This design comes from an exercise in tuning for small area, a short achievable clock period and few clock cycles per item on the open sky130 flow, not from production work. Function was checked by simulation only, so behaviour that the tests miss may differ from the original.

**config.mk**
```make
export PLATFORM = sky130hd
export DESIGN_NAME = morton_map
export DESIGN_NICKNAME = morton_map
export VERILOG_FILES = /design/flow/design.v
export SDC_FILE = /design/flow/constraint.sdc
export NUM_CORES = 4
export LEC_CHECK = 0
export CAP_MARGIN = 20
export CORE_MARGIN = 2
export CORE_UTILIZATION = 40
export SLEW_MARGIN = 20
```
**constraint.sdc**
```tcl
create_clock -name core_clock -period 13.0 [get_ports {clk}]
set_input_delay 2.6000 -clock core_clock [delete_from_list [all_inputs] [get_ports {clk}]]
set_output_delay 2.6000 -clock core_clock [all_outputs]
set_load 0.01 [all_outputs]
```
**design.v**
```verilog
module morton_map (
    input  wire        clk,
    input  wire        rst,           
    input  wire        start,         
    input  wire [31:0] in_w,
    input  wire [31:0] in_h,
    input  wire [31:0] in_d,
    input  wire [31:0] in_row_pitch,
    input  wire [31:0] in_slice_pitch,
    input  wire [31:0] in_bpp,
    input  wire [31:0] in_cx,
    input  wire [31:0] in_cy,
    input  wire [31:0] in_cz,
    output wire        ready,
    output reg         done,
    output reg         fault,
    output reg  [3:0]  cause,
    output reg  [31:0] mask_x,
    output reg  [31:0] mask_y,
    output reg  [31:0] mask_z,
    output reg  [5:0]  total_bits,
    output reg  [63:0] lin_off,
    output reg  [63:0] swz_off
);
    localparam [3:0] C_NONE      = 4'd0,
                     C_ZERO_EXT  = 4'd2,
                     C_ZERO_BPP  = 4'd3,
                     C_PITCH     = 4'd4,
                     C_MASK_OVF  = 4'd5,
                     C_PARTITION = 4'd6;
    localparam [2:0] S_IDLE  = 3'd0,
                     S_CHECK = 3'd1,
                     S_GEN   = 3'd2,
                     S_MZ    = 3'd3,
                     S_MY    = 3'd4,
                     S_MX    = 3'd5,
                     S_SWZ   = 3'd6,
                     S_FIN   = 3'd7;
    reg [2:0]  state;
    reg [31:0] w, h, d, rp, sp, bpp, cx, cy, cz;
    reg [33:0] bit_thr;    
    reg [5:0]  round;      
    reg [32:0] cur;        
    reg [5:0]  nbits;      
    reg [31:0] mx, my, mz;
    reg [31:0] idx;        
    reg [63:0] acc;
    assign ready = (state == S_IDLE) || (state == S_FIN);
    reg  [31:0] mul_a, mul_b;
    wire [63:0] prod = mul_a * mul_b;
    always @(*) begin
        case (state)
            S_CHECK: begin mul_a = w;   mul_b = bpp; end
            S_MZ:    begin mul_a = cz;  mul_b = sp;  end
            S_MY:    begin mul_a = cy;  mul_b = rp;  end
            S_MX:    begin mul_a = cx;  mul_b = bpp; end
            default: begin mul_a = bpp; mul_b = idx; end
        endcase
    end
    reg [31:0] n_mx, n_my, n_mz, n_idx;
    reg [32:0] n_cur;
    reg [5:0]  n_nbits;
    reg        n_assigned, n_ovf;
    always @(*) begin
        n_mx = mx; n_my = my; n_mz = mz; n_idx = idx;
        n_cur = cur; n_nbits = nbits;
        n_assigned = 1'b0; n_ovf = 1'b0;
        if (bit_thr < {2'b00, w}) begin
            if (n_cur[32]) n_ovf = 1'b1;
            n_mx = n_mx | n_cur[31:0];
            if (cx[round[4:0]]) n_idx = n_idx | n_cur[31:0];
            n_cur = n_cur << 1; n_nbits = n_nbits + 6'd1; n_assigned = 1'b1;
        end
        if (bit_thr < {2'b00, h}) begin
            if (n_cur[32]) n_ovf = 1'b1;
            n_my = n_my | n_cur[31:0];
            if (cy[round[4:0]]) n_idx = n_idx | n_cur[31:0];
            n_cur = n_cur << 1; n_nbits = n_nbits + 6'd1; n_assigned = 1'b1;
        end
        if (bit_thr < {2'b00, d}) begin
            if (n_cur[32]) n_ovf = 1'b1;
            n_mz = n_mz | n_cur[31:0];
            if (cz[round[4:0]]) n_idx = n_idx | n_cur[31:0];
            n_cur = n_cur << 1; n_nbits = n_nbits + 6'd1; n_assigned = 1'b1;
        end
    end
    wire [32:0] partition_ref = cur - 33'd1;
    wire        partition_ok  = ({1'b0, mx ^ my ^ mz} == partition_ref);
    always @(posedge clk) begin
        if (rst) begin
            state      <= S_IDLE;
            done       <= 1'b0;
            fault      <= 1'b0;
            cause      <= C_NONE;
            mask_x     <= 32'd0;
            mask_y     <= 32'd0;
            mask_z     <= 32'd0;
            total_bits <= 6'd0;
            lin_off    <= 64'd0;
            swz_off    <= 64'd0;
        end else begin
            done <= 1'b0;
            case (state)
                S_IDLE, S_FIN: begin
                    if (start) begin
                        w   <= in_w;   h  <= in_h;  d  <= in_d;
                        rp  <= in_row_pitch;  sp <= in_slice_pitch;
                        bpp <= in_bpp;
                        cx  <= in_cx;  cy <= in_cy; cz <= in_cz;
                        state <= S_CHECK;
                    end else begin
                        state <= S_IDLE;
                    end
                end
                S_CHECK: begin
                    bit_thr <= 34'd1;
                    round   <= 6'd0;
                    cur     <= 33'd1;
                    nbits   <= 6'd0;
                    mx <= 32'd0; my <= 32'd0; mz <= 32'd0;
                    idx <= 32'd0;
                    if (w == 32'd0 || h == 32'd0 || d == 32'd0) begin
                        fault <= 1'b1; cause <= C_ZERO_EXT;
                        done <= 1'b1; state <= S_FIN;
                    end else if (bpp == 32'd0) begin
                        fault <= 1'b1; cause <= C_ZERO_BPP;
                        done <= 1'b1; state <= S_FIN;
                    end else if ({32'd0, rp} < prod) begin
                        fault <= 1'b1; cause <= C_PITCH;
                        done <= 1'b1; state <= S_FIN;
                    end else begin
                        state <= S_GEN;
                    end
                end
                S_GEN: begin
                    if (n_ovf) begin
                        fault <= 1'b1; cause <= C_MASK_OVF;
                        done <= 1'b1; state <= S_FIN;
                    end else if (n_assigned) begin
                        mx <= n_mx; my <= n_my; mz <= n_mz; idx <= n_idx;
                        cur <= n_cur; nbits <= n_nbits;
                        bit_thr <= bit_thr << 1;
                        round   <= round + 6'd1;
                    end else if (!partition_ok) begin
                        fault <= 1'b1; cause <= C_PARTITION;
                        done <= 1'b1; state <= S_FIN;
                    end else begin
                        state <= S_MZ;
                    end
                end
                S_MZ: begin
                    acc   <= prod;
                    state <= S_MY;
                end
                S_MY: begin
                    acc   <= acc + prod;
                    state <= S_MX;
                end
                S_MX: begin
                    acc   <= acc + prod;
                    state <= S_SWZ;
                end
                S_SWZ: begin
                    fault      <= 1'b0;
                    cause      <= C_NONE;
                    mask_x     <= mx;
                    mask_y     <= my;
                    mask_z     <= mz;
                    total_bits <= nbits;
                    lin_off    <= acc;
                    swz_off    <= prod;
                    done       <= 1'b1;
                    state      <= S_FIN;
                end
                default: state <= S_IDLE;
            endcase
        end
    end
endmodule
```
**run.sh**
```bash
#!/bin/bash
# synth_recipe.tcl (not shown) runs the flow's synth.tcl, then flattens the netlist and writes it again
# the make line also repeats each setting of config.mk as NAME=value (left out here)
make -C /OpenROAD-flow-scripts/flow DESIGN_CONFIG=/design/flow/config.mk WORK_HOME=/design/flow/orfs CLKGATE_MAP_FILE= SYNTH_SCRIPT=/design/flow/synth_recipe.tcl finish
```
==> run notes <==
worst max path at each step:
stage / startpoint / end / slack [ps] / depth (start not counted)
6_report: state[2] / cause[0] / 290 / 39
3_3_place_gp: state[1] / cause[0] / 460 / 37
2_1_floorplan: state[0] / acc[63] / 1790 / 42
3_5_place_dp: state[1] / cause[0] / 340 / 37
5_1_grt: state[0] / acc[63] / 6 / 38
4_1_cts: state[1] / cause[0] / 300 / 37
Yosys cell counts, types with 49 or more instances:
cell	n
sky130_fd_sc_hd__a21o_1	110
sky130_fd_sc_hd__a21oi_1	511
sky130_fd_sc_hd__and2_1	61
sky130_fd_sc_hd__buf_1	56
sky130_fd_sc_hd__clkbuf_1	381
sky130_fd_sc_hd__dfxtp_1	238
sky130_fd_sc_hd__edfxtp_1	558
sky130_fd_sc_hd__fa_1	897
sky130_fd_sc_hd__ha_1	462
sky130_fd_sc_hd__inv_1	1056
sky130_fd_sc_hd__mux2i_1	97
sky130_fd_sc_hd__nand2_1	1094
sky130_fd_sc_hd__nand2b_1	65
sky130_fd_sc_hd__nand3_1	49
sky130_fd_sc_hd__nand4_1	63
sky130_fd_sc_hd__nor2_1	995
sky130_fd_sc_hd__nor4_1	50
sky130_fd_sc_hd__o211ai_1	79
sky130_fd_sc_hd__o21ai_0	231
sky130_fd_sc_hd__o22ai_1	102
sky130_fd_sc_hd__xnor2_1	158
sky130_fd_sc_hd__xor2_1	75
sequential cells by signal (all words and copies together), names as in the netlist, 33 cells and up:
register  cells
acc          64
bit_thr      34
cur          33
lin_off      64
swz_off      64
metal layers:
layer,GRT usage [%],wire [um],vias to the layer above
met2,49.1,133000,3181
li1,-,-,27000
met4,18.3,20900,18
met5,0,125,-
met1,37.5,109000,30700
met3,7.36,27500,793
per-stage QoR:
step	hold WS [ps]	cell area, sq um	worst slack, ps
floorplan	481	73900	1790
global placement	444	83000	459
detailed placement	446	83000	340
CTS	454	86000	295
global route	472	86000	5.84
finish	452	86000	294
cell families (layout without fill, tap and decap cells):
family | after synthesis | in the layout | share of synthesized area, %
DFF | 796 | 796 | 29.1
AOI/OAI and AO/OA | 1355 | 1355 | 11.2
muxes | 129 | 129 | 2.26
xor gates and xnor gates | 235 | 235 | 2.82
buffers and inverters | 1519 | 2033 | 7.81
and+or+nand+nor | 2558 | 2558 | 14.7
adders and majority gates | 1361 | 1361 | 32.1
other | 1 | 11 | 0.00507
layout by cell type (no fill, tap or decap), types with 97 or more instances in the layout:
cell                              count
sky130_fd_sc_hd__nor2_1             989
sky130_fd_sc_hd__a21oi_1            503
sky130_fd_sc_hd__fa_1               897
sky130_fd_sc_hd__a21o_1             109
sky130_fd_sc_hd__edfxtp_1           558
sky130_fd_sc_hd__clkdlybuf4s50_1    525
sky130_fd_sc_hd__buf_4              282
sky130_fd_sc_hd__inv_1             1054
sky130_fd_sc_hd__xnor2_1            158
sky130_fd_sc_hd__nand2_1           1092
sky130_fd_sc_hd__o21ai_0            215
sky130_fd_sc_hd__ha_1               462
sky130_fd_sc_hd__mux2i_1             97
sky130_fd_sc_hd__o22ai_1            101
sky130_fd_sc_hd__dfxtp_1            235
tightest hold or removal path: stages (launching register included):
cell,delay (ps)
sky130_fd_sc_hd__dfxtp_1,310
sky130_fd_sc_hd__nand2_1,50
sky130_fd_sc_hd__a21oi_1,50
final cells by class:
class / instances / area (sq um)
Sequential cell: 796 / 21500
Fill cell: 17500 / 97400
Clock buffer: 115 / 2460
Timing Repair Buffer: 814 / 7510
Tap cell: 2464 / 3080
Inverter: 1059 / 3990
Multi-Input combinational cell: 5639 / 47000
Antenna cell: 10 / 25.0
Clock inverter: 45 / 490
==> run notes <==
- HPWL after detailed placement: 233,000 um
* Most common cell on crit path: sky130_fd_sc_hd__fa_1
- In the routed design, unresolved DRC markers number 0.
- Hold repair after CTS inserted 0 buffers.
* Worst flop-to-flop path endpoint: cause[0]
- The first global-routing pass estimated between 400,000 and 500,000 um of wire.
- FFs w/ async S/R, synth: 0%
* Post-CTS clock slew at the launch and capture registers of the worst setup and hold paths: roughly 60 ps
- Of all nets on the critical path, the largest fanout is 31.
- In this run the mean area of a mapped cell was between 9 and 10 sq um.
- Timing would allow up to 0.0787 GHz.
* Startpoint of the worst-slack reg-to-reg timing path: state[2]
- Startpoint types: register
- Number of antenna violations at the first check in global routing: 20
- Critical path's slowest cell: sky130_fd_sc_hd__o22ai_1
* Signed area change from the synthesized netlist to the final layout: 16.3%
- Number of cells in the design after placement: about 11,000
- Max Buffers Root-to-Sink: 3
* Number of buffers created by CTS: 86
- The worst register-to-register path has a depth of 39.
- The critical path is of the reg -> reg type.
- By area the synthesized netlist is led by sky130_fd_sc_hd__fa_1 (24%), sky130_fd_sc_hd__edfxtp_1 (23%), sky130_fd_sc_hd__ha_1 (7.8%), sky130_fd_sc_hd__dfxtp_1 (6.4%), sky130_fd_sc_hd__nand2_1 (5.6%).
- Crit path max-delay family: adder cells
- Summing every instance area after synthesis gives between 70,000 and 80,000 sq um.
- The number of gates resized after CTS was 0.
- In this run the post-CTS setup repair buffer count came out at 0.
- Across all layers, the routed design uses between 60,000 and 70,000 vias.
- For the pin with the worst max-slew slack, the measured transition is ~1300 ps.
- The via count of the first global-routing pass was ~63,000.
- At the later pin of the worst-skew pair, clock insertion delay measures around 740 ps.
- Across the run, the number of max-cap violations was 0.
- Fin Clk Skew: about 72 ps
- Worst-case hold path end point: lin_off[25]
* Proportion of layout cells with a drive suffix above 1: 6.46%
- In this run, synthesis produced a sequential element count of around 800.
- Number of design-rule violations left by the first detailed-router iteration: 6,162
- Synthesized netlist net count: roughly 9,600
- Global routing used 30.6% of the available tracks across all layers.
- STA puts the critical path data required time at 13,610 ps.
* Die area: about 190,000 sq um
- Counting flops with a built-in enable in the synthesized netlist gives between 500 and 600.
- Chip height: 434 um
* Cell type with the highest aggregate area in the netlist: sky130_fd_sc_hd__fa_1
* Peak per-stage delay on the critical path: approximately 730 ps
- For flop-to-flop paths, the worst setup slack is just under 300 ps.
- Data arrives at the worst endpoint at roughly 13,000 ps.
* Clock tree root buffer cell: sky130_fd_sc_hd__clkbuf_16
- Worst hold stages: 2
* Antenna Nets Post-Route: 0
* Share of the yosys chip area belonging to registers: approximately 29%
* Die X: ~430 um
* Number of different library cells in the post-synthesis netlist: between 90 and 100
* Via density per instance: 5.64
- Number of rows created at floorplan: about 160
* Maximum number of pins on one net before global-route repair: about 160
- Share of Yosys cell area claimed by the top area cell type: between 20% and 30%
- Most used flip-flop cell after synthesis: sky130_fd_sc_hd__edfxtp_1
* Final Core Density: 46.9%
* Effective utilization at floorplan: between 40% and 50%
- The worst path needs 12,710 ps of the cycle, external delays included.
- Buffers placed on the I/O ports in this run total 526.
* Layout Nets: around 10,000
- Number of top-level pins: roughly 530
- The count of final max-slew check failures came to 0.
- Portion of the clock cycle consumed by the worst path in the final layout: a little over nine tenths
- For this run, the number of standard cells in the final layout without fillers is about 11,000.
* Endpoint kind of the worst setup timing path: register
- Routability-driven placement finished with a final weighted congestion of slightly above 1.
- After global routing the overflow that remains totals 0.
- The clock drives just under 800 sinks.
* Final Hold Vio Count: 0
- Detailed-router iteration count before antenna repair: 9
- The core region is between 150,000 and 200,000 sq um.
- Total length of routed wires: 291,000 um
- H-Tree Level Count: 3
- Unrepaired setup endpoints after global routing: false
- Startpoint of the worst hold path: lin_off[25]
* Result of the run: complete, no violations
- Post-synthesis instance total: a little under 8,000
* Path type of the worst min-delay path: reg -> reg
- Summed over all failing endpoints, the final setup total negative slack is 0 ps.
* Per-cell routed wire length: between 20 and 30 um
* Worst path bufs/invs: 7
- Setup violations remaining at the end of the flow were counted as 0.
- The worst pin sits at a relative slew slack of 13.1%.
- For this run, the number of Yosys warnings is 1.
- CTS tree: yes
Testbench counts, summed over its fixed seeds: cycles 18,215, items 1,200.

what the ideal ports hide:
In the flow no input, the clock included, has a driving cell. The finished layout below was timed again as built, in two steps. Step 1 (the two cells are an assumption about what drives the block):
set clk [get_ports {clk}]
set_driving_cell -lib_cell sky130_fd_sc_hd__clkbuf_16 $clk
set_driving_cell -lib_cell sky130_fd_sc_hd__buf_2 [delete_from_list [all_inputs] $clk]
Step 2 moves the port delays by t, midway between the first and last clock arrival at a register: inputs arrive t later, outputs are due t later. That takes back most of the time a late clock gives input paths. Slacks: no drivers / after step 1 / after step 2; pairs: no drivers / after step 1.
shift t [ns]: 0.792
setup WS [ns]: 0.294 / 0.294 / 0.294
worst data-port slew with drivers (ns): 0.13
After both steps this run still meets setup and hold. The setup slack of this run moves by 0.000 ns with the drivers and by 0.000 ns with both steps.
